Background: an optimization exercise with open tools, aiming at small area. Do not read the settings as production practice.
In this exercise RTL edits were held to simulation tests only and were not proved equivalent to the original.
Power figures rest on the tool's default switching activity, not on a simulated workload.

the reference run:
## as7343_ctrl
module as7343_ctrl (
    input  wire        clk,
    input  wire        rst,           
    input  wire        csr_we,
    input  wire [7:0]  csr_addr,
    input  wire [31:0] csr_wdata,
    output reg  [31:0] csr_rdata,
    input  wire        ms_tick,
    output wire        bus_req,
    output reg         bus_rd,
    output wire [6:0]  bus_addr,
    output reg  [7:0]  bus_reg,
    output wire [5:0]  bus_len,
    output wire [7:0]  bus_wdata,
    input  wire        bus_wnext,
    input  wire        bus_rvalid,
    input  wire [7:0]  bus_rdata,
    input  wire        bus_done,
    input  wire        bus_nack
);
==> flow/config.mk <==
export PLATFORM = sky130hd
export DESIGN_NAME = as7343_ctrl
export DESIGN_NICKNAME = as7343_ctrl
export VERILOG_FILES = /design/flow/design.v
export SDC_FILE = /design/flow/constraint.sdc
export NUM_CORES = 4
export LEC_CHECK = 0
export CAP_MARGIN = 20
export CORE_MARGIN = 2
export CORE_UTILIZATION = 60
export SLEW_MARGIN = 20
export SYNTH_HIERARCHICAL = 1
==> flow/constraint.sdc <==
create_clock -name core_clock -period 12.0 [get_ports {clk}]
set_input_delay 2.4000 -clock core_clock [delete_from_list [all_inputs] [get_ports {clk}]]
set_output_delay 2.4000 -clock core_clock [all_outputs]
set_load 0.01 [all_outputs]
standard.sh (not shown) runs the stock make flow with config.mk's settings and CLKGATE_MAP_FILE= SYNTH_SCRIPT=/design/flow/synth_recipe.tcl, a recipe that flattens the netlist after the stock synthesis.
==> flow/flow/run.sh <==
#!/bin/bash
# Layout flow: the standard ORFS flow (standard.sh), run stage by stage
# with two changes to how the layout is made:
#  - the port buffers that global placement inserts are buf_1 cells;
#  - clock tree synthesis uses larger sink clusters and no dummy loads.
# Each stage's full output goes to its own log file in the work folder.
set -euo pipefail
cd "$(dirname "$0")/.."

export BUFFER_PORTS_ARGS="-buffer_cell sky130_fd_sc_hd__buf_1"
export CTS_ARGS="-sink_clustering_enable -repair_clock_nets -dont_use_dummy_load -sink_clustering_size 25 -sink_clustering_max_diameter 100 -buf_list sky130_fd_sc_hd__clkbuf_16"

for stage in synth floorplan place cts route finish; do
  bash standard.sh "$stage" > "flow_${stage}.log" 2>&1
done
test -s out/final.def
The reference run: PASS, flow complete, no timing, DRC or antenna violations
For the trial run, these inputs were changed with respect to the reference run:
--- a/flow/design.v
+++ b/flow/design.v
@@ -1051,22 +1051,33 @@
             timeout <= arg;
         if (rst)
             tmo_zero <= 1'b1;
         else if (tmo_set)
             tmo_zero <= 1'b0;
     end
+    wire [31:0] now_inc, el_inc;
+    wire [32:0] now_carry, el_carry;
+    wire [15:0] tx_inc;
+    wire [16:0] tx_carry;
+    assign now_carry[0] = ms_tick;
+    assign el_carry[0]  = ms_tick;
+    assign tx_carry[0]  = launch & ~(&txcount);
+    genvar gi;
+    generate
+        for (gi = 0; gi < 32; gi = gi + 1) begin : g_inc
+            as7343_ha u_now (.a(now_ms[gi]),  .b(now_carry[gi]), .s(now_inc[gi]), .c(now_carry[gi + 1]));
+            as7343_ha u_el  (.a(elapsed[gi]), .b(el_carry[gi]),  .s(el_inc[gi]),  .c(el_carry[gi + 1]));
+        end
+        for (gi = 0; gi < 16; gi = gi + 1) begin : g_tx
+            as7343_ha u_tx (.a(txcount[gi]), .b(tx_carry[gi]), .s(tx_inc[gi]), .c(tx_carry[gi + 1]));
+        end
+    endgenerate
     always @(posedge clk) begin
-        if (rst)
-            now_ms <= 32'd0;
-        else if (ms_tick)
-            now_ms <= now_ms + 32'd1;
-        if (ex_load)
-            elapsed <= {31'd0, ms_tick};
-        else if (ms_tick)
-            elapsed <= elapsed + 32'd1;
-        el_ge <= ~ex_load & ~(ms_tick & (&elapsed)) & (el_ge | (elapsed == timeout));
+        now_ms  <= now_inc & {32{~rst}};
+        elapsed <= ex_load ? {31'd0, ms_tick} : el_inc;
+        el_ge   <= ~ex_load & ~el_carry[32] & (el_ge | (elapsed == timeout));
     end
     always @(posedge clk) begin
         if (launch)
             bptr <= 6'd0;
         else if (in_bus & (bus_wnext | bus_rvalid))
             bptr <= bptr + 6'd1;
@@ -1075,16 +1086,13 @@
             else         stg[7:0]  <= bus_rdata;
         end
         if (in_dec)
             snoop_bit <= bus_wdata[4];
     end
     always @(posedge clk) begin
-        if (rst | issue)
-            txcount <= 16'd0;
-        else if (launch & (txcount != 16'hFFFF))
-            txcount <= txcount + 16'd1;
+        txcount <= tx_inc & {16{~(rst | issue)}};
         if (rst | issue)
             rcount <= 6'd0;
         else if (done_ev & bus_rd)
             rcount <= bus_nack ? 6'd0 : bptr;
     end
     always @(posedge clk) begin
@@ -1220,12 +1228,19 @@
                     end
                 end
             endcase
         end
     end
 endmodule
+module as7343_ha (
+    input  wire a, input wire b,
+    output wire s, output wire c
+);
+    assign s = a ^ b;
+    assign c = a & b;
+endmodule
 module as7343_aoi222 (
     input  wire a0, input wire s0,
     input  wire a1, input wire s1,
     input  wire a2, input wire s2,
     output wire y
 );
Notes after the runs:
The trial run went all the way through the flow, and no timing, DRC or antenna check failed. Of the reference run and the trial run, the run reporting the higher all-layer global routing usage was the reference run. On final critical-path setup slack, the trial run does better than the reference run. There was hardly any difference in delay of the slowest critical-path stage between the trial run and the reference run. Per the comparison of the trial run with the reference run, synthesized area fell 190 µm², initial antenna violation count fell 2, area of all sequential standard cells about even. Maximum number of pins on one net before global-route repair went down by more than half going from the reference run to the trial run. Summary of the trial run over the reference run: via count of the first global-routing pass fell about 1.7%; overall power consumption has remained practically unchanged. The trial run vs. the reference run: mean instance size in the synthesized netlist went up by 0.47 µm². Compared with the reference run, the trial run shows a higher fmax. Diff the reference run and the trial run: antenna diode instance count lower in the trial run. When the trial run is set beside the reference run, its layout buffering overhead excluding clock cells turns out to be 0.16 points smaller. Comparing the reference run and the trial run, the lower sequential cell area share was measured on the reference run.

-- port drivers added, routing unchanged --
No port has a modelled driver above. Below, the same layouts with a new extraction and two added sets of constraints. Step 1, drivers: a clkbuf_16 drives clk and a buf_2 each remaining input, both assumed. Step 2, shift: input delay + t, output delay - t, t = (earliest + latest rising clock arrival at the registers) / 2. This alone moves slack from input paths to output paths. Three values: ideal, step 1, step 2; two values: the first two.
run	shift t [ns]	setup WS [ns]	worst slew at a driven data input, ns
the reference run	0.682	2.609 / 2.578 / 2.578	0.17
the trial run	0.679	2.967 / 2.942 / 2.764	0.11
After both steps setup and hold are still met in every run listed. The setup slack of the trial run, which loses most, moves by -0.025 ns with the drivers and by -0.203 ns with both steps.
